This is an optimization exercise on Yosys and OpenROAD, whose aim is small area, not a production implementation.
RTL that was checked went through simulation tests only; none was proved equivalent to the original.
No functional check of the RTL was part of run 4.
Power figures rest on the tool's default switching activity, not on a simulated workload.

`flow/design.v`:
```
module msop_core (
    input  wire        clk,
    input  wire        rst,
    output wire [7:0]  imem_addr,
    input  wire [63:0] imem_data,
    output wire        dmem_re,
    output wire        dmem_we,
    output wire [7:0]  dmem_addr,
    output wire [31:0] dmem_wdata,
    input  wire [31:0] dmem_rdata,
    output wire        halted,
    output wire        aborted,
    output wire [1:0]  abort_cause,
    input  wire [3:0]  dbg_sel,
    output wire [31:0] dbg_val
);
    localparam ST_CLR  = 4'd0;    
    localparam ST_FET  = 4'd1;    
    localparam ST_DEC  = 4'd2;    
    localparam ST_C1   = 4'd3;    
    localparam ST_C2   = 4'd4;    
    localparam ST_XW   = 4'd5;    
    localparam ST_XF   = 4'd6;    
    localparam ST_IT   = 4'd7;    
    localparam ST_MV   = 4'd8;    
    localparam ST_PA   = 4'd9;    
    localparam ST_LDW  = 4'd10;   
    localparam ST_HALT = 4'd11;
    localparam ST_ABT1 = 4'd12;   
    localparam ST_ABT2 = 4'd13;   
    localparam ST_PW   = 4'd14;   
    reg  [3:0]   state;
    reg  [7:0]   pc;
    reg  [3:0]   k;
    reg  [511:0] ringn;
    wire [511:0] ring = ~ringn;
    reg  [31:0]  An, B;
    wire [31:0]  A = ~An;
    reg          lap;
    reg          qn;
    reg  [3:0]   rpos;            
    wire [31:0] R = ring[511:480];
    wire [4:0]  op  = imem_data[63:59];
    wire [3:0]  fa  = imem_data[57:54];
    wire [3:0]  fb  = imem_data[52:49];
    wire [3:0]  fc  = imem_data[47:44];
    wire [31:0] imm = imem_data[31:0];
    wire is_ar   = ~op[4] & ~op[3];               
    wire is_mul  = is_ar & (op[1:0] == 2'd0);
    wire is_div  = is_ar & (op[1:0] == 2'd3);
    wire is_md   = is_mul | is_div;
    wire is_sub  = is_ar & (op[1:0] == 2'd2);
    wire is_mem  = (op[4:2] == 3'b010);           
    wire is_ld   = is_mem & ~op[0];
    wire is_st   = is_mem & op[0];
    wire is_set  = (op == 5'd12);
    wire is_br   = (op >= 5'd13) && (op <= 5'd17);
    wire is_ret  = (op == 5'd18);
    wire regform = is_mem ? op[1] : (is_ar & op[2]);
    wire [3:0] kn  = k - 4'd1;
    wire       k0  = (k == 4'd0);
    wire       mk  = (k == fa);       
    wire        stopped = (state == ST_HALT) || (state == ST_ABT1) || (state == ST_ABT2);
    wire [3:0]  pos = stopped ? dbg_sel + ~k : rpos;
    reg  [31:0] D;
    integer i;
    always @(*) begin
        D = 32'd0;
        for (i = 0; i < 16; i = i + 1)
            D = D | (ring[i*32 +: 32] & {32{pos == i[3:0]}});
    end
    reg        xa1, xa2, s_in;
    reg        selD, selI, inv, cin;
    reg        bsrc, wen, selM;
    wire [31:0] XA  = (A & {32{xa1}}) | ({A[30:0], 1'b0} & {32{xa2}}) | {31'd0, s_in};
    wire [31:0] XBr = (D & {32{selD}}) | (imm & {32{selI}}) | (dmem_rdata & {32{selM}});
    wire [31:0] XB  = XBr ^ {32{inv}};
    wire [32:0] c;        
    wire [31:0] u;        
    wire [32:0] t;        
    wire [31:0] S;
    wire [7:0]  cb;       
    genvar gi;
    generate
        for (gi = 0; gi < 32; gi = gi + 1) begin : g_add
            wire cin_i = (gi == 0) ? cin : (gi % 4 == 0) ? 1'b0 : c[gi];
            assign u[gi]   = XA[gi] ^ XB[gi] ^ cin_i;
            assign c[gi+1] = (XA[gi] & XB[gi]) | (cin_i & (XA[gi] ^ XB[gi]));
            wire t_i = (gi % 4 == 0) ? 1'b1 : t[gi];
            assign t[gi+1] = t_i & u[gi];
            if (gi < 4) assign S[gi] = u[gi];
            else        assign S[gi] = u[gi] ^ (cb[gi/4] & t_i);
        end
        for (gi = 1; gi < 8; gi = gi + 1) begin : g_cb
            if (gi == 1) assign cb[gi] = c[4];
            else         assign cb[gi] = c[4*gi] | (cb[gi-1] & t[4*gi]);
        end
    endgenerate
    assign t[0]  = 1'b1;
    assign cb[0] = cin;
    wire s_z  = ~|XBr;
    wire s_n  = XBr[31];
    wire a_ok = ~|A[31:10];
    reg taken;
    always @(*) begin
        case (op[2:0])
            3'd5: taken = s_z;              
            3'd6: taken = ~s_n;             
            3'd7: taken = s_n | s_z;        
            3'd0: taken = ~s_n & ~s_z;      
            default: taken = s_n;           
        endcase
    end
    wire [7:0] target = imm[31] ? 8'd0 : imm[9:2];
    reg [3:0] nstate;
    reg       pc_adv;
    reg       re, we;
    wire dsub = ~(A[31] ^ XBr[31]);
    always @(*) begin
        xa1 = 1'b1; xa2 = 1'b0; s_in = 1'b0;
        selD = 1'b0; selI = 1'b0; inv = 1'b0; cin = 1'b0;
        bsrc = 1'b0; wen = 1'b0; selM = 1'b0;
        nstate = state; pc_adv = 1'b0; re = 1'b0; we = 1'b0;
        case (state)
            ST_CLR: begin
                xa1 = 1'b0; wen = 1'b1;
                if (k0) nstate = ST_FET;
            end
            ST_FET: nstate = ST_DEC;
            ST_DEC: nstate = ST_C1;
            ST_C1: begin
                xa1 = 1'b0; selD = regform; selI = ~regform;
                inv = is_sub; cin = is_sub;
                if (is_ret) nstate = ST_HALT;
                else if (is_div & s_z) nstate = ST_ABT1;
                else nstate = ST_C2;
            end
            ST_C2: begin
                selD = 1'b1;
                if (is_br) begin
                    xa1 = 1'b0;
                    pc_adv = 1'b1; nstate = ST_FET;
                end else if (is_md) begin
                    xa1 = 1'b0;
                    inv = is_div & D[31]; cin = is_div & D[31];
                    nstate = ST_XW;
                end else begin
                    selD = ~is_set;
                    nstate = ST_PA;
                end
            end
            ST_XW: begin
                if (k0) nstate = ST_XF;
            end
            ST_XF: begin
                xa1 = 1'b0; xa2 = 1'b1; bsrc = 1'b1;
                if (k0 && lap) nstate = ST_IT;
            end
            ST_IT: begin
                xa1 = 1'b0; xa2 = 1'b1;
                if (is_div) begin
                    s_in = B[31];
                    selD = regform; selI = ~regform; inv = dsub; cin = dsub;
                end else begin
                    selD = regform & B[31]; selI = ~regform & B[31];
                end
                if (k0 && lap) nstate = is_div ? ST_MV : ST_PA;
            end
            ST_MV: begin
                xa1 = 1'b0; xa2 = 1'b1; s_in = B[31] ^ qn;
                if (k0 && lap) nstate = ST_PA;
            end
            ST_PA: begin
                if (is_mem & ~a_ok) nstate = ST_ABT2;
                else if (is_st) begin
                    selD = 1'b1; we = 1'b1; pc_adv = 1'b1; nstate = ST_FET;
                end else if (is_ld) begin
                    re = 1'b1; nstate = ST_LDW;
                end else if (mk) begin
                    cin = is_div & qn; wen = 1'b1;
                    pc_adv = 1'b1; nstate = ST_FET;
                end
            end
            ST_LDW: begin
                xa1 = 1'b0; selM = 1'b1; nstate = ST_PW;
            end
            ST_PW: begin
                if (mk) begin
                    wen = 1'b1; pc_adv = 1'b1; nstate = ST_FET;
                end
            end
            default: ;
        endcase
    end
    wire [3:0] rsel = (nstate == ST_C2) ? (is_br ? fa : fb) :
                      (nstate == ST_PA) ? fa : fc;
    always @(posedge clk) begin
        ringn <= ~{ring[479:0], wen ? S : R};
        An <= ~S;
        B <= {B[30:0], bsrc ? A[31] : ~S[31]};
        if (state == ST_C1) qn <= XBr[31];
        else if (state == ST_C2) qn <= qn ^ D[31];
        if (state != ST_XF && state != ST_IT && state != ST_MV) lap <= 1'b0;
        else if (k0) lap <= ~lap;
        rpos  <= rsel + ~kn;
        if (rst) begin
            state <= ST_CLR;
            pc    <= 8'd0;
            k     <= 4'd15;
        end else begin
            state <= nstate;
            k     <= kn;
            if (pc_adv) pc <= (is_br & taken) ? target : pc + 8'd1;
        end
    end
    assign imem_addr   = pc;
    assign dmem_re     = re;
    assign dmem_we     = we;
    assign dmem_addr   = XA[9:2];
    assign dmem_wdata  = XBr;
    assign halted      = (state == ST_HALT);
    assign aborted     = (state == ST_ABT1) || (state == ST_ABT2);
    assign abort_cause = {state == ST_ABT2, state == ST_ABT1};
    assign dbg_val     = D;
endmodule
```
`flow/flow/run.sh`:
```
#!/bin/bash
# Own layout flow: the standard flow (standard.sh: ORFS with the standard flow's
# synthesis script, floorplan, power grid, placement and routing) with three
# changes, none of which touches the registers or the constraints:
#  - ABC maps the logic with an area-oriented script (flow/abc_map.script)
#    in place of ORFS's delay-oriented one; ORFS's scripts are copied here
#    and only abc_speed.script is replaced;
#  - each port gets the smallest buffer, buf_1, instead of the default one;
#  - the clock tree uses larger sink clusters and no dummy loads.
# The make output goes to flow.log here; ORFS keeps each step's log under orfs/logs.
set -euo pipefail
rm -rf scripts
cp -r "$FLOW_HOME/scripts" scripts
cp flow/abc_map.script scripts/abc_speed.script
export SCRIPTS_DIR="$PWD/scripts"
export BUFFER_PORTS_ARGS="-buffer_cell sky130_fd_sc_hd__buf_1"
export CTS_ARGS="-sink_clustering_enable -repair_clock_nets -dont_use_dummy_load -sink_clustering_size 28 -sink_clustering_max_diameter 100"
bash standard.sh finish > flow.log 2>&1
```
`flow/flow/abc_map.script`:
```
strash
dc2
dch -f
amap -F 4 -A 10
topo
```
`flow/standard.sh`:
```
#!/bin/bash
# synth_recipe.tcl (not shown) runs the flow's synth.tcl, then flattens the netlist and writes it again
# the make line also repeats each setting of config.mk as NAME=value (left out here)
make -C /OpenROAD-flow-scripts/flow DESIGN_CONFIG=/design/flow/config.mk WORK_HOME=/design/flow/orfs CLKGATE_MAP_FILE= SYNTH_SCRIPT=/design/flow/synth_recipe.tcl "${@:-finish}"
```
`flow/config.mk`:
```
export PLATFORM = sky130hd
export DESIGN_NAME = msop_core
export DESIGN_NICKNAME = msop_core
export VERILOG_FILES = /design/flow/design.v
export SDC_FILE = /design/flow/constraint.sdc
export NUM_CORES = 4
export LEC_CHECK = 0
export CAP_MARGIN = 20
export CORE_MARGIN = 2
export CORE_UTILIZATION = 40
export PLACE_DENSITY = 0.6
export SLEW_MARGIN = 20
```
`flow/constraint.sdc`:
```
create_clock -name core_clock -period 13.0 [get_ports {clk}]
set_input_delay 2.6000 -clock core_clock [delete_from_list [all_inputs] [get_ports {clk}]]
set_output_delay 2.6000 -clock core_clock [all_outputs]
set_load 0.01 [all_outputs]
```
==> flow_metrics.py, run 1 <==
metrics = {
    "timing": {
        "setup_viol": 0,
        "worst_clock_skew_ns": 0.0784,
        "max_freq_mhz": 84.6,
        "rsz0062_at_grt": "no",
        "period_share": 0.909,
        "setup_tns_ns": 0,
        "finalHoldViolCount": 0,
        "min_period_ns": 11.81,
        "drv_slew": 0,
        "slew_headroom": 0.181,
        "setup_slack_ns": 1.19,
        "tightest_slew_ns": 1.23,
    },
    "outcome": {
        "outcome": "complete, no violations",
    },
    "worst_setup_path": {
        "worstSetupPathType": "in -> reg",
        "end_kind": "flop",
        "r2r-end": "B[0]$_DFF_P_",
        "crit_slowest_cell": "fa_1",
        "arrival_ns": 12.28,
        "critPathMaxStageDelay_ns": 0.47,
        "rrSetupSlack_ns": 2.65,
        "reg2reg_from": "state[2]$_SDFF_PP0_",
        "cp-startpoint": "dbg_sel[0]",
        "cp-endpoint": "B[0]$_DFF_P_",
        "r2r_cells": 58,
        "cp_max_fo": 14,
        "worstSetupStartpointType": "input pin",
        "cp_common_cell": "nand2_1",
        "crit_required_ns": 13.46,
    },
    "clock_network": {
        "h-tree-depth": 1,
        "clk_latency_ns": 0.59,
        "clk_path_buf_depth": 3,
        "postCtsResizedCells": 0,
        "holdBufCountCts": 0,
        "clkTransAtPathRegs_ns": 0.10,
        "cts-buffers-inserted": 25,
        "root_buffer": "clkbuf_16",
        "post-cts-setup-buffer-count": 0,
        "cts_tree": "built",
        "cts_sinks": 598,
    },
    "min_path": {
        "hold_path_class": "reg -> reg",
    },
    "finish": {
        "final_common_cell": "dfxtp_1",
        "seqCellArea_sq_um": 12000,
        "drive_gt1_frac": 0.0336,
        "nets": 1936,
        "fillerInstances": 4132,
        "num_antenna_cells": 0,
        "layout_common_cells": "dfxtp_1 (597), o22ai_1 (336), buf_1 (172)",
        "fin_cells": 2376,
        "area_delta_synth_final_pct": 12.8,
        "final_area_sq_um": 20200,
        "multiInputGateArea_sq_um": 5590,
    },
    "global_routing": {
        "grt_max_degree": 53,
        "grt-ovfl-total": 0,
        "grt_pass1_vias": 13400,
        "antenna_found_initial": 2,
        "grt_util_all_layers": 0.225,
        "grt_first_pass_wirelength_microns": 80500,
    },
    "route": {
        "wl_microns": 54100,
        "firstDrtPassIters": 6,
        "drcViolationCount": 0,
        "first_iter_violations": 1449,
        "ant_nets": 0,
        "dr_total_vias": 13900,
        "post_drt_via_cell_ratio": 5.85,
        "wire_per_inst_microns": 22.8,
    },
    "floorplanning": {
        "die_area_sq_um": 46600,
        "rows": 77,
        "coreArea_sq_um": 44200,
        "dieWidth_microns": 216,
        "start_util": 0.406,
        "top_level_ports": 188,
        "die_y_microns": 216,
    },
    "job": {
        "drv_cap": 0,
    },
    "yosys": {
        "yosysTopAreaCellShare": 0.666,
        "avgSynthCellArea_sq_um": 11.5,
        "ys_top_cells_by_area": "dfxtp_1 (67%), o22ai_1 (12%), fa_1 (2.9%)",
        "synth_ff_type": "dfxtp_1",
        "synth_enable_flop_cells": 1,
        "async_flop_share": 0,
        "ys_types": 45,
        "syn_nets": 1710,
        "synth_area_sq_um": 17900,
        "ys_ff_latch": 598,
        "synth.largest_area_cell": "dfxtp_1",
        "yosys_warnings": 1,
        "yosysSeqAreaShare": 0.668,
        "syn_inst": 1560,
    },
    "place": {
        "dp_cells": 2351,
        "postPlaceCellArea_sq_um": 19600,
        "port_buffers": 172,
        "dp_slack_ns": 0.825,
        "place_hpwl_microns": 33800,
        "gp_congestion": 0.907,
    },
    "pwr": {
        "power_density_nw_per_um2": 142,
        "ir_drop_mv": 0.0987,
        "p_leak_nw": 7.52,
    },
}
## sequential cells by signal, indices dropped and copies added, names as in the netlist
register  count
k             4
B            32
lap           1
rpos          4
qn            1
An           32
pc            8
ringn       512
state         4
## critical path, delay by kind of cell
family          cells  cell delay (ns)
simple gates       32             3.89
fa+ha+maj           6             2.33
buf+inv            12             1.60
compound gates      9             1.85
## area by class of cell
class                   instances  area share
clock buffers                  25      0.0309
flip-flops and latches        598       0.592
well taps                     592      0.0366
repair buffers                200      0.0423
multi-input cells             844       0.276
inverters                     117      0.0217
## routing by layer
layer / wire length (microns) / vias up / track usage
li1: - / 6354 / -
met1: 24800 / 6791 / 0.322
met2: 24000 / 660 / 0.357
met3: 4120 / 92 / 0.0326
met4: 1170 / 2 / 0.0572
met5: 7 / - / 0
## report_power, final
group,switching (W),leakage [nW],internal (W)
Sequential,0.00000226,4.84,0.00184
Clock,0.000527,0.308,0.000346
Combinational,0.000131,2.36,0.0000336
Total,0.000660,7.52,0.00222
## synth_stat cells, types with 4 or more instances
cell,count
a22o_1,13
clkinv_1,117
nand3_1,6
ha_1,22
a22oi_1,4
or3_1,13
a222oi_1,32
a31oi_1,7
nor4_1,72
o221ai_1,6
nand2_1,102
o21ai_0,50
nand4_1,15
nor3_1,21
o22ai_1,336
nor2_1,46
a21oi_1,27
o211a_1,5
nand2b_1,6
fa_1,26
or2_0,5
dfxtp_1,597
and3_1,6
## per-stage QoR
| step | util | power (W) | hold WS, ns |
|---|---|---|---|
| after CTS | 0.458 | 0.00288 | 0.286 |
| after detailed placement | 0.443 | 0.00204 | 0.312 |
| after floorplan | - | 0.00195 | 0.310 |
| final | 0.458 | 0.00288 | 0.301 |
| after global placement | 0.443 | 0.00204 | 0.311 |
| after global routing | 0.458 | 0.00296 | 0.298 |
## worst min-delay path by stage
| stage | startpoint | end | slack (ns) | cells past startpoint |
|---|---|---|---|---|
| floorplan | B[9]$_DFF_P_ | B[10]$_DFF_P_ | 0.31 | 0 |
| global placement | B[24]$_DFF_P_ | B[25]$_DFF_P_ | 0.31 | 0 |
| detailed placement | B[2]$_DFF_P_ | B[3]$_DFF_P_ | 0.31 | 0 |
| CTS | ringn[103]$_DFF_P_ | ringn[135]$_DFF_P_ | 0.29 | 0 |
| global route | ringn[103]$_DFF_P_ | ringn[135]$_DFF_P_ | 0.30 | 0 |
| finish | ringn[103]$_DFF_P_ | ringn[135]$_DFF_P_ | 0.30 | 0 |
## logic make-up after synthesis
group / count (synthesis) / synth area share
flip-flops: 598 / 0.668
AO/OA/AOI/OAI: 499 / 0.182
AND/OR/NAND/NOR: 296 / 0.0809
buffers and inverters: 118 / 0.0249
adder cells (fa/ha/maj): 48 / 0.0443
XOR/XNOR: 1 / 0.000488
==> run 2, diff against run 1 <==
--- a/flow/flow/run.sh
+++ b/flow/flow/run.sh
@@ -6,7 +6,7 @@
 #    in place of ORFS's delay-oriented one; ORFS's scripts are copied here
 #    and only abc_speed.script is replaced;
 #  - each port gets the smallest buffer, buf_1, instead of the default one;
-#  - the clock tree uses larger sink clusters and no dummy loads.
+#  - the clock tree uses clkbuf_8 buffers, 16 sinks each, and no dummy loads.
 # The make output goes to flow.log here; ORFS keeps each step's log under orfs/logs.
 set -euo pipefail
 rm -rf scripts
@@ -14,5 +14,5 @@
 cp flow/abc_map.script scripts/abc_speed.script
 export SCRIPTS_DIR="$PWD/scripts"
 export BUFFER_PORTS_ARGS="-buffer_cell sky130_fd_sc_hd__buf_1"
-export CTS_ARGS="-sink_clustering_enable -repair_clock_nets -dont_use_dummy_load -sink_clustering_size 28 -sink_clustering_max_diameter 100"
+export CTS_ARGS="-sink_clustering_enable -repair_clock_nets -dont_use_dummy_load -sink_clustering_size 16 -sink_clustering_max_diameter 100 -buf_list {sky130_fd_sc_hd__clkbuf_8}"
 bash standard.sh finish > flow.log 2>&1
==> flow/flow/abc_map.script (replaced) <==
strash
dc2
dch -f
amap -F 4 -A 10
strash
dch -f
amap -F 4 -A 10
topo
==> run 2 against run 1 <==
Against the previous run:
- die area shrank 0.34%
- first-iteration DRC count grew 13%
- highest routed layer unchanged
- clock power shrank 3.7%
- cell area is essentially flat
- critical endpoint unchanged
- synthesized cell count shrank 0.83%
==> flow_metrics.py, run 2 <==
metrics = {
    "outcome": {
        "outcome": "complete, no violations",
    },
    "finish": {
        "area_delta_synth_final_pct": 13.2,
        "num_antenna_cells": 0,
        "drive_gt1_frac": 0.0636,
        "fillerInstances": 4145,
        "regMostFlops": "ringn",
        "reg.largest.list": "ringn (512), An (32), B (32)",
        "nets": 1944,
        "largest_reg_flops": 512,
        "final_common_cell": "dfxtp_1",
        "multiInputGateArea_sq_um": 5630,
        "seqCellArea_sq_um": 12000,
        "layout_common_cells": "dfxtp_1 (597), o22ai_1 (335), buf_1 (172)",
    },
    "route": {
        "wl_microns": 55400,
        "post_drt_via_cell_ratio": 5.80,
        "dr_total_vias": 13800,
        "firstDrtPassIters": 8,
        "ant_nets": 0,
        "wire_per_inst_microns": 23.3,
        "first_iter_violations": 1641,
        "drcViolationCount": 0,
    },
    "timing": {
        "rsz0062_at_grt": "no",
        "min_period_ns": 11.52,
        "finalHoldViolCount": 0,
        "max_freq_mhz": 86.8,
        "slew_headroom": 0.315,
        "drv_slew": 0,
        "period_share": 0.886,
        "setup_slack_ns": 1.48,
        "worst_clock_skew_ns": 0.0788,
        "tightest_slew_ns": 1.03,
        "hold_slack_ns": 0.302,
        "setup_viol": 0,
    },
    "floorplanning": {
        "rows": 77,
        "coreArea_sq_um": 44200,
        "die_area_sq_um": 46400,
        "die_y_microns": 215,
        "top_level_ports": 188,
        "start_util": 0.404,
        "dieWidth_microns": 215,
    },
    "yosys": {
        "yosys_warnings": 1,
        "ys_types": 39,
        "synth.largest_area_cell": "dfxtp_1",
        "syn_nets": 1697,
        "yosysMostFrequentCell": "dfxtp_1",
        "synth_enable_flop_cells": 1,
        "synth_area_sq_um": 17900,
        "yosysTopAreaCellShare": 0.668,
        "avgSynthCellArea_sq_um": 11.6,
        "ys_ff_latch": 598,
        "yosysSeqAreaShare": 0.670,
        "synth_commonest_cells": "dfxtp_1 (597), o22ai_1 (336), clkinv_1 (107), nand2_1 (83), nor4_1 (78)",
        "ys_top_cells_by_area": "dfxtp_1 (67%), o22ai_1 (12%), fa_1 (2.9%)",
        "syn_inst": 1547,
        "async_flop_share": 0,
        "synth_ff_type": "dfxtp_1",
    },
    "worst_setup_path": {
        "arrival_ns": 11.96,
        "worstSetupStartpointType": "input pin",
        "critPathMaxStageDelay_ns": 0.77,
        "end_kind": "flop",
        "crit_required_ns": 13.44,
        "cp_common_cell": "nand2_1",
        "worstSetupPathType": "in -> reg",
        "crit_slowest_cell": "a222oi_1",
        "cp_max_fo": 10,
    },
    "pwr": {
        "p_leak_nw": 7.42,
        "ir_drop_mv": 0.0778,
        "power_density_nw_per_um2": 141,
    },
    "clock_network": {
        "h-tree-depth": 2,
        "post-cts-setup-buffer-count": 0,
        "clk_latency_ns": 0.63,
        "cts-buffers-inserted": 43,
        "holdBufCountCts": 0,
        "postCtsResizedCells": 0,
        "cts_tree": "built",
        "root_buffer": "clkbuf_8",
        "clkTransAtPathRegs_ns": 0.11,
        "cts_sinks": 598,
        "clk_path_buf_depth": 3,
    },
    "place": {
        "gp_congestion": 0.922,
        "place_hpwl_microns": 34800,
        "port_buffers": 172,
        "dp_slack_ns": 0.990,
    },
    "global_routing": {
        "grt_max_degree": 34,
        "grt_first_pass_wirelength_microns": 82200,
        "grt_util_all_layers": 0.231,
        "grt_pass1_vias": 13400,
        "antenna_found_initial": 1,
        "grt-ovfl-total": 0,
    },
    "min_path": {
        "hold_path_class": "reg -> reg",
    },
    "job": {
        "drv_cap": 0,
    },
}
[run 2: cell types whose count changed after synthesis, sizes merged, moves of 3 or more]
cell and change:
nand2 -19, nor2 +10, nor3 +3, or2 -3
nor4 +6, or3 -3, o211a -5, o21ai -5
o22a +13, nand4 +5, clkinv -10, a22o -7
a21oi +10, a31oi -3
[run 2: worst max-delay path: cells and delay by family]
family	cells	cell delay, ns
AND/OR/NAND/NOR	32	3.64
AO/OA/AOI/OAI	10	2.52
adder cells (fa/ha/maj)	6	1.41
buffers and inverters	12	1.76
[run 2: power breakdown]
| part | total (W) | switching [W] | internal, W | leakage, nW |
|---|---|---|---|---|
| Combinational | 0.000168 | 0.000133 | 0.0000351 | 2.27 |
| Clock | 0.000841 | 0.000543 | 0.000298 | 0.309 |
| Sequential | 0.00184 | 0.00000226 | 0.00183 | 4.84 |
[run 2: logic make-up (layout without fill, tap and decap cells)]
kind of cell / Yosys count / count (layout) / synth area share
adder cells (fa/ha/maj): 48 / 48 / 0.0445
AO/OA/AOI/OAI: 495 / 495 / 0.180
AND/OR/NAND/NOR: 298 / 298 / 0.0831
flip-flops: 598 / 598 / 0.670
buffers and inverters: 108 / 353 / 0.0229
[run 2: metal layers]
layer / up-vias / track usage / part of all wire / routed length [microns]
met3: 98 / 0.0461 / 0.080 / 4440
li1: 6369 / - / - / -
met4: 2 / 0.0740 / 0.027 / 1520
met5: - / 0 / 0.00023 / 13
met1: 6768 / 0.330 / 0.46 / 25400
met2: 584 / 0.352 / 0.43 / 24100
[run 2: path summary, 6_finish.rpt]
| path | from | end | slack (ns) | cells after the start |
|---|---|---|---|---|
| worst max-delay path | dbg_sel[0] | B[0]$_DFF_P_ | 1.48 | 60 |
| worst min-delay path | ringn[81]$_DFF_P_ | ringn[113]$_DFF_P_ | 0.30 | 0 |
| worst max register to register | state[0]$_SDFF_PP0_ | B[0]$_DFF_P_ | 2.21 | 57 |
| worst min register to register | ringn[81]$_DFF_P_ | ringn[113]$_DFF_P_ | 0.30 | 0 |
[run 2: cell type report]
cell class                 count  area share
clock buffer                  43      0.0292
inverter                     107      0.0206
multi-input combinational    841       0.278
sequential                   598       0.592
tap                          592      0.0366
timing repair buffer         203      0.0434
[run 2: metrics by stage]
| step | setup TNS, ns | std cells | total power [W] | area, sq um | util |
|---|---|---|---|---|---|
| after floorplan | -1.63 | 1547 | 0.00195 | 18000 | - |
| after global routing | 0 | 2384 | 0.00293 | 20200 | 0.458 |
| after global placement | 0 | 2341 | 0.00204 | 19700 | 0.444 |
| after detailed placement | 0 | 2341 | 0.00204 | 19700 | 0.444 |
| final | 0 | 2384 | 0.00285 | 20200 | 0.458 |
| after CTS | 0 | 2384 | 0.00286 | 20200 | 0.458 |
==> run 3, diff against run 2 <==
--- a/flow/flow/run.sh
+++ b/flow/flow/run.sh
@@ -6,7 +6,7 @@
 #    in place of ORFS's delay-oriented one; ORFS's scripts are copied here
 #    and only abc_speed.script is replaced;
 #  - each port gets the smallest buffer, buf_1, instead of the default one;
-#  - the clock tree uses clkbuf_8 buffers, 16 sinks each, and no dummy loads.
+#  - the clock tree uses larger sink clusters and no dummy loads.
 # The make output goes to flow.log here; ORFS keeps each step's log under orfs/logs.
 set -euo pipefail
 rm -rf scripts
==> flow/flow/abc_map.script (replaced) <==
strash
dc2
dch -f
amap -F 4 -A 10
topo
==> run 3 against run 2 <==
Against the previous run:
- utilization fell by 0.090 points
- register-to-register slack improved by 0.49 ns
- clock skew fell by 0.023 ns
- global-route usage fell by 0.31 points
- sequential power barely moved
- worst hold slack improved by 0.0041 ns
- sequential cell count did not move
- cell area fell by 0.20%
- critical path depth fell by 1
- combinational power fell by 2%
==> flow_metrics.py, run 3 <==
metrics = {
    "outcome": {
        "outcome": "complete, no violations",
    },
    "yosys": {
        "avgSynthCellArea_sq_um": 11.5,
        "synth_area_sq_um": 17900,
        "yosysMostFrequentCell": "dfxtp_1",
        "syn_inst": 1560,
        "ys_ff_latch": 598,
        "yosysTopAreaCellShare": 0.666,
        "synth.largest_area_cell": "dfxtp_1",
        "ys_types": 45,
        "yosysSeqAreaShare": 0.668,
        "synth_ff_type": "dfxtp_1",
        "syn_nets": 1710,
        "ys_top_cells_by_area": "dfxtp_1 (67%), o22ai_1 (12%), fa_1 (2.9%)",
        "async_flop_share": 0,
        "synth_enable_flop_cells": 1,
        "synth_commonest_cells": "dfxtp_1 (597), o22ai_1 (336), clkinv_1 (117), nand2_1 (102), nor4_1 (72)",
        "yosys_warnings": 1,
    },
    "finish": {
        "final_common_cell": "dfxtp_1",
        "largest_reg_flops": 512,
        "layout_common_cells": "dfxtp_1 (597), o22ai_1 (336), buf_1 (172)",
        "final_area_sq_um": 20200,
        "area_delta_synth_final_pct": 12.6,
        "fin_util": 0.457,
        "fillerInstances": 4143,
        "drive_gt1_frac": 0.0433,
        "nets": 1954,
        "regMostFlops": "ringn",
        "reg.largest.list": "ringn (512), An (32), B (32)",
        "multiInputGateArea_sq_um": 5590,
        "num_antenna_cells": 0,
        "seqCellArea_sq_um": 12000,
    },
    "worst_setup_path": {
        "crit_required_ns": 13.51,
        "worstSetupStartpointType": "input pin",
        "cp_max_fo": 14,
        "rrSetupSlack_ns": 2.70,
        "end_kind": "flop",
        "critPathMaxStageDelay_ns": 0.46,
        "crit_slowest_cell": "fa_1",
        "r2r_cells": 58,
        "reg2reg_from": "state[2]$_SDFF_PP0_",
        "worstSetupPathType": "in -> reg",
        "r2r-end": "B[0]$_DFF_P_",
        "cp_common_cell": "nand2_1",
        "arrival_ns": 12.21,
    },
    "route": {
        "route.met3.wl_microns": 4130,
        "drcViolationCount": 0,
        "wl_microns": 54500,
        "highest_layer": "met5",
        "ant_nets": 0,
        "m1WireLength_microns": 24800,
        "wire_per_inst_microns": 22.8,
        "firstDrtPassIters": 6,
        "wl_met2_microns": 24300,
        "post_drt_via_cell_ratio": 5.80,
        "dr_total_vias": 13900,
        "first_iter_violations": 1383,
    },
    "clock_network": {
        "clk_latency_ns": 0.60,
        "holdBufCountCts": 0,
        "h-tree-depth": 2,
        "postCtsResizedCells": 0,
        "post-cts-setup-buffer-count": 0,
        "clk_path_buf_depth": 3,
        "clkTransAtPathRegs_ns": 0.09,
        "cts_sinks": 598,
        "cts-buffers-inserted": 43,
        "cts_tree": "built",
        "root_buffer": "clkbuf_8",
    },
    "pwr": {
        "power_density_nw_per_um2": 141,
        "p_leak_nw": 7.52,
        "ir_drop_mv": 0.0546,
    },
    "min_path": {
        "whs_path_depth": 0,
        "min_to": "ringn[337]$_DFF_P_",
        "hold_path_class": "reg -> reg",
        "worstHoldStart": "ringn[305]$_DFF_P_",
    },
    "floorplanning": {
        "coreArea_sq_um": 44200,
        "start_util": 0.406,
        "die_area_sq_um": 46600,
        "die_y_microns": 216,
        "top_level_ports": 188,
        "dieWidth_microns": 216,
        "rows": 77,
    },
    "timing": {
        "drv_slew": 0,
        "slew_headroom": 0.210,
        "worst_clock_skew_ns": 0.0554,
        "period_share": 0.900,
        "tightest_slew_ns": 1.18,
        "max_freq_mhz": 85.5,
        "setup_tns_ns": 0,
        "rsz0062_at_grt": "no",
        "finalHoldViolCount": 0,
        "setup_viol": 0,
        "min_period_ns": 11.70,
    },
    "job": {
        "drv_cap": 0,
    },
    "global_routing": {
        "antenna_found_initial": 2,
        "grt_pass1_vias": 13500,
        "grt-ovfl-total": 0,
        "grt_util_all_layers": 0.228,
        "grt_max_degree": 53,
        "grt_first_pass_wirelength_microns": 81400,
    },
    "place": {
        "postPlaceCellArea_sq_um": 19600,
        "port_buffers": 172,
        "place_hpwl_microns": 33800,
        "gp_congestion": 0.907,
    },
}
## run 3: cell families (layout without fill, tap and decap cells)
kind of cell / Yosys count / count (layout) / synth area share
adders and majority gates: 48 / 48 / 0.0443
AOI/OAI and AO/OA: 499 / 499 / 0.182
xor gates and xnor gates: 1 / 1 / 0.000488
buffers and inverters: 118 / 360 / 0.0249
and+or+nand+nor: 296 / 296 / 0.0809
DFF: 598 / 598 / 0.668
## run 3: how the worst max path moves through the flow
stage,from,end,slack (ns),cells after the start
6_report,dbg_sel[0],B[0]$_DFF_P_,1.30,59
5_1_grt,dbg_sel[0],B[0]$_DFF_P_,0.45,59
4_1_cts,dbg_sel[0],B[0]$_DFF_P_,1.38,59
3_5_place_dp,dbg_sel[0],B[0]$_DFF_P_,0.83,59
3_3_place_gp,dbg_sel[0],B[0]$_DFF_P_,0.93,60
2_1_floorplan,dbg_sel[0],ringn[29]$_DFF_P_,0.22,52
## run 3: worst max-delay path, delay by kind of cell
family                     cells  cell delay (ns)
and+or+nand+nor               31             3.69
adders and majority gates      6             2.32
AOI/OAI and AO/OA             10             1.98
buffers and inverters         12             1.59
## run 3: area by class of cell
class / count / share of cell area
Timing Repair Buffer: 200 / 0.0424
Multi-Input combinational cell: 844 / 0.277
Clock buffer: 43 / 0.0293
Sequential cell: 598 / 0.593
Inverter: 117 / 0.0217
Tap cell: 592 / 0.0367
## run 3: routing by layer
metal	vias up	global-route usage
met3	108	0.0355
met2	647	0.361
met5	-	0
met4	2	0.0671
li1	6395	-
met1	6733	0.322
## run 3: stage by stage
step	worst slack (ns)	hold slack, ns	instances	total power (W)
final	1.30	0.306	2394	0.00284
after global routing	0.453	0.308	2394	0.00293
after CTS	1.38	0.303	2394	0.00286
after detailed placement	0.825	0.312	2351	0.00204
after global placement	0.928	0.311	2351	0.00204
after floorplan	0.225	0.310	1560	0.00195
## run 3: report_power, final
part	switching [W]	internal (W)	total [W]
Clock	0.000542	0.000298	0.000840
Sequential	0.00000221	0.00184	0.00184
Combinational	0.000131	0.0000336	0.000164
==> run 4, diff against run 3 <==
--- a/flow/design.v
+++ b/flow/design.v
@@ -16,7 +16,6 @@
 );
     localparam ST_CLR  = 4'd0;    
     localparam ST_FET  = 4'd1;    
-    localparam ST_DEC  = 4'd2;    
     localparam ST_C1   = 4'd3;    
     localparam ST_C2   = 4'd4;    
     localparam ST_XW   = 4'd5;    
@@ -38,7 +37,6 @@
     wire [31:0]  A = ~An;
     reg          lap;
     reg          qn;
-    reg  [3:0]   rpos;            
     wire [31:0] R = ring[511:480];
     wire [4:0]  op  = imem_data[63:59];
     wire [3:0]  fa  = imem_data[57:54];
@@ -61,7 +59,10 @@
     wire       k0  = (k == 4'd0);
     wire       mk  = (k == fa);       
     wire        stopped = (state == ST_HALT) || (state == ST_ABT1) || (state == ST_ABT2);
-    wire [3:0]  pos = stopped ? dbg_sel + ~k : rpos;
+    wire [3:0]  rsel = stopped ? dbg_sel :
+                       (state == ST_C2) ? (is_br ? fa : fb) :
+                       (state == ST_PA) ? fa : fc;
+    wire [3:0]  pos = rsel + ~k;
     reg  [31:0] D;
     integer i;
     always @(*) begin
@@ -126,8 +127,7 @@
                 xa1 = 1'b0; wen = 1'b1;
                 if (k0) nstate = ST_FET;
             end
-            ST_FET: nstate = ST_DEC;
-            ST_DEC: nstate = ST_C1;
+            ST_FET: nstate = ST_C1;
             ST_C1: begin
                 xa1 = 1'b0; selD = regform; selI = ~regform;
                 inv = is_sub; cin = is_sub;
@@ -192,8 +192,6 @@
             default: ;
         endcase
     end
-    wire [3:0] rsel = (nstate == ST_C2) ? (is_br ? fa : fb) :
-                      (nstate == ST_PA) ? fa : fc;
     always @(posedge clk) begin
         ringn <= ~{ring[479:0], wen ? S : R};
         An <= ~S;
@@ -202,7 +200,6 @@
         else if (state == ST_C2) qn <= qn ^ D[31];
         if (state != ST_XF && state != ST_IT && state != ST_MV) lap <= 1'b0;
         else if (k0) lap <= ~lap;
-        rpos  <= rsel + ~kn;
         if (rst) begin
             state <= ST_CLR;
             pc    <= 8'd0;
==> run 4 against run 3 <==
Against the previous run:
- setup slack got worse by 0.59 ns
- largest cell class unchanged
- clock power decreased by 0.6%
- fmax shrank 4.8%
- die area down 1.1%
- synthesized area down 1.1%
- synthesized cell count down 0.96%
- count of clock-buffer cells in the layout unchanged
- highest routed layer is now met4
- still clean on timing, DRC and antenna
- via count shrank 1.8%
- global-route usage is 0.35 points higher
==> flow_metrics.py, run 4 <==
metrics = {
    "finish": {
        "area_delta_synth_final_pct": 14.2,
        "final_common_cell": "dfxtp_1",
        "seqCellArea_sq_um": 11900,
        "nets": 1948,
        "fin_cells": 2393,
        "drive_gt1_frac": 0.0756,
        "largest_reg_flops": 512,
        "reg.largest.list": "ringn (512), An (32), B (32)",
        "multiInputGateArea_sq_um": 5600,
        "fillerInstances": 4187,
        "fin_util": 0.460,
        "layout_common_cells": "dfxtp_1 (593), o22ai_1 (325), buf_1 (171)",
        "regMostFlops": "ringn",
    },
    "clock_network": {
        "cts_sinks": 594,
        "clk_latency_ns": 0.60,
        "holdBufCountCts": 0,
        "clkTransAtPathRegs_ns": 0.10,
        "h-tree-depth": 2,
        "cts-buffers-inserted": 43,
        "cts_tree": "built",
        "root_buffer": "clkbuf_8",
        "clk_path_buf_depth": 3,
    },
    "floorplanning": {
        "start_util": 0.403,
        "top_level_ports": 188,
        "coreArea_sq_um": 44000,
        "rows": 77,
        "die_y_microns": 215,
        "die_area_sq_um": 46100,
        "dieWidth_microns": 215,
    },
    "global_routing": {
        "antenna_found_initial": 2,
        "grt_pass1_vias": 13500,
        "grt-ovfl-total": 0,
        "grt_max_degree": 54,
        "grt_util_all_layers": 0.231,
        "grt_first_pass_wirelength_microns": 81400,
    },
    "route": {
        "wire_per_inst_microns": 22.9,
        "first_iter_violations": 1287,
        "drcViolationCount": 0,
        "dr_total_vias": 13600,
        "ant_nets": 0,
        "post_drt_via_cell_ratio": 5.70,
        "firstDrtPassIters": 6,
        "wl_microns": 54800,
    },
    "worst_setup_path": {
        "crit_required_ns": 13.47,
        "critPathMaxStageDelay_ns": 0.55,
        "end_kind": "flop",
        "worstSetupPathType": "in -> reg",
        "crit_slowest_cell": "a222oi_1",
        "cp_max_fo": 12,
        "cp_common_cell": "clkinv_2",
        "r2r_cells": 68,
        "worstSetupStartpointType": "input pin",
        "arrival_ns": 12.75,
    },
    "yosys": {
        "synth_enable_flop_cells": 1,
        "ys_ff_latch": 594,
        "yosysMostFrequentCell": "dfxtp_1",
        "yosysSeqAreaShare": 0.671,
        "async_flop_share": 0,
        "avgSynthCellArea_sq_um": 11.5,
        "ys_types": 36,
        "yosysTopAreaCellShare": 0.669,
        "synth_area_sq_um": 17700,
        "synth_ff_type": "dfxtp_1",
        "synth.largest_area_cell": "dfxtp_1",
        "syn_inst": 1545,
        "synth_commonest_cells": "dfxtp_1 (593), o22ai_1 (326), clkinv_1 (114), nand2_1 (93), nor4_1 (71)",
        "ys_top_cells_by_area": "dfxtp_1 (67%), o22ai_1 (11%), fa_1 (2.8%)",
        "yosys_warnings": 1,
        "syn_nets": 1691,
    },
    "pwr": {
        "p_leak_nw": 7.54,
        "power_density_nw_per_um2": 168,
        "ir_drop_mv": 0.0629,
    },
    "place": {
        "place_hpwl_microns": 35100,
        "gp_congestion": 0.926,
        "port_buffers": 172,
        "dp_cells": 2347,
    },
    "timing": {
        "setup_viol": 0,
        "min_period_ns": 12.29,
        "drv_slew": 0,
        "worst_clock_skew_ns": 0.0623,
        "max_freq_mhz": 81.4,
        "finalHoldViolCount": 0,
        "tightest_slew_ns": 1.14,
        "period_share": 0.945,
        "slew_headroom": 0.237,
    },
    "job": {
        "drv_cap": 0,
    },
    "min_path": {
        "whs_path_depth": 0,
        "hold_path_class": "reg -> reg",
    },
    "outcome": {
        "outcome": "complete, no violations",
    },
}
## run 4: changes by cell type in the layout (fill, tap and decap cells not counted), moves of 7 or more
cell      change
nand2_1      -16
clkinv_1     -14
buf_4        +12
or3_1        -12
nor2_1       +11
o22ai_1      -11
clkinv_2      +9
or3_4         +9
fa_1          -8
fa_2          +7
nand2_2       +7
## run 4: area by class of cell
type                       instances  area share
inverter                         114      0.0229
tap                              592      0.0365
clock buffer                      43      0.0292
sequential                       594       0.587
antenna                            1    0.000123
multi-input combinational        836       0.276
timing repair buffer             213      0.0477
## run 4: path summary, 6_finish.rpt
check	from	to	slack (ns)
max	imem_data[62]	B[0]$_DFF_P_	0.71
min	ringn[242]$_DFF_P_	ringn[274]$_DFF_P_	0.30
max reg2reg	state[2]$_SDFFE_PP0P_	B[0]$_DFF_P_	1.37
min reg2reg	ringn[242]$_DFF_P_	ringn[274]$_DFF_P_	0.30
## run 4: critical path: cells and delay by family
family	cells	cell delay, ns
buf+inv	12	1.29
fa+ha+maj	5	1.80
simple gates	37	4.69
compound gates	13	2.36
## run 4: report_power, final
part | switching, W | leakage, nW | total (W) | internal [W]
Clock | 0.000537 | 0.309 | 0.000835 | 0.000298
Combinational | 0.000194 | 2.40 | 0.000281 | 0.0000869
Sequential | 0.000156 | 4.83 | 0.00228 | 0.00212
Total | 0.000887 | 7.54 | 0.00340 | 0.00251
## run 4: stage by stage
| stage | instance area, sq um | worst slack [ns] | hold slack, ns | total power (W) | setup TNS [ns] |
|---|---|---|---|---|---|
| final | 20300 | 0.711 | 0.295 | 0.00340 | 0 |
| after global routing | 20300 | -0.0944 | 0.306 | 0.00353 | -0.168 |
| after CTS | 20200 | 0.856 | 0.298 | 0.00341 | 0 |
| after detailed placement | 19700 | 0.279 | 0.312 | 0.00259 | 0 |
| after global placement | 19700 | 0.362 | 0.312 | 0.00258 | 0 |
| after floorplan | 17900 | -1.31 | 0.310 | 0.00241 | -19.42 |
## run 4: kinds of logic after synthesis
kind of cell / share of synthesized area
adders and majority gates: 0.0416
AOI/OAI and AO/OA: 0.180
DFF: 0.671
buffers and inverters: 0.0245
and+or+nand+nor: 0.0830
## run 4: timing repair
item / in CTS / in global routing
buffers inserted: 0 / 2
endpoints found under the setup margin: 0 / 7
gates resized for setup: 0 / 3
## run 4: metal layers
layer / track usage / share of wire / wire, microns / vias to the layer above
met5: 0 / 0 / 0 / -
met4: 0.102 / 0.043 / 2360 / 0
met3: 0.0336 / 0.060 / 3310 / 113
met2: 0.374 / 0.46 / 25100 / 502
met1: 0.309 / 0.44 / 24000 / 6664
li1: - / - / - / 6352

[separate check: timing with driven ports]
Ports are ideal in the flow. The routed layouts listed here were re-timed in OpenROAD. Step 1 sets driving cells, clkbuf_16 on the clock port and buf_2 on the other inputs (assumed; they add their load-dependent delay and slew). Step 2 moves the port delays by t, midway between the first and last clock arrival at a register: inputs arrive t later, outputs are due t later. That takes back most of the time a late clock gives input paths. a / b / c = no drivers / after step 1 / after step 2; a / b = the first two.
run	t, ns	slack for setup (ns)	worst setup path at the end
run 1	0.609	1.186 / 1.217 / 0.608	input to register
run 2	0.639	1.484 / 1.499 / 0.859	input to register
run 3	0.625	1.298 / 1.324 / 0.699	input to register
run 4	0.629	0.711 / 0.741 / 0.112	input to register
After both steps every run listed still meets setup and hold. For run 2, which loses most, drivers alone change the setup slack by +0.015 ns; drivers and shift together by -0.625 ns.
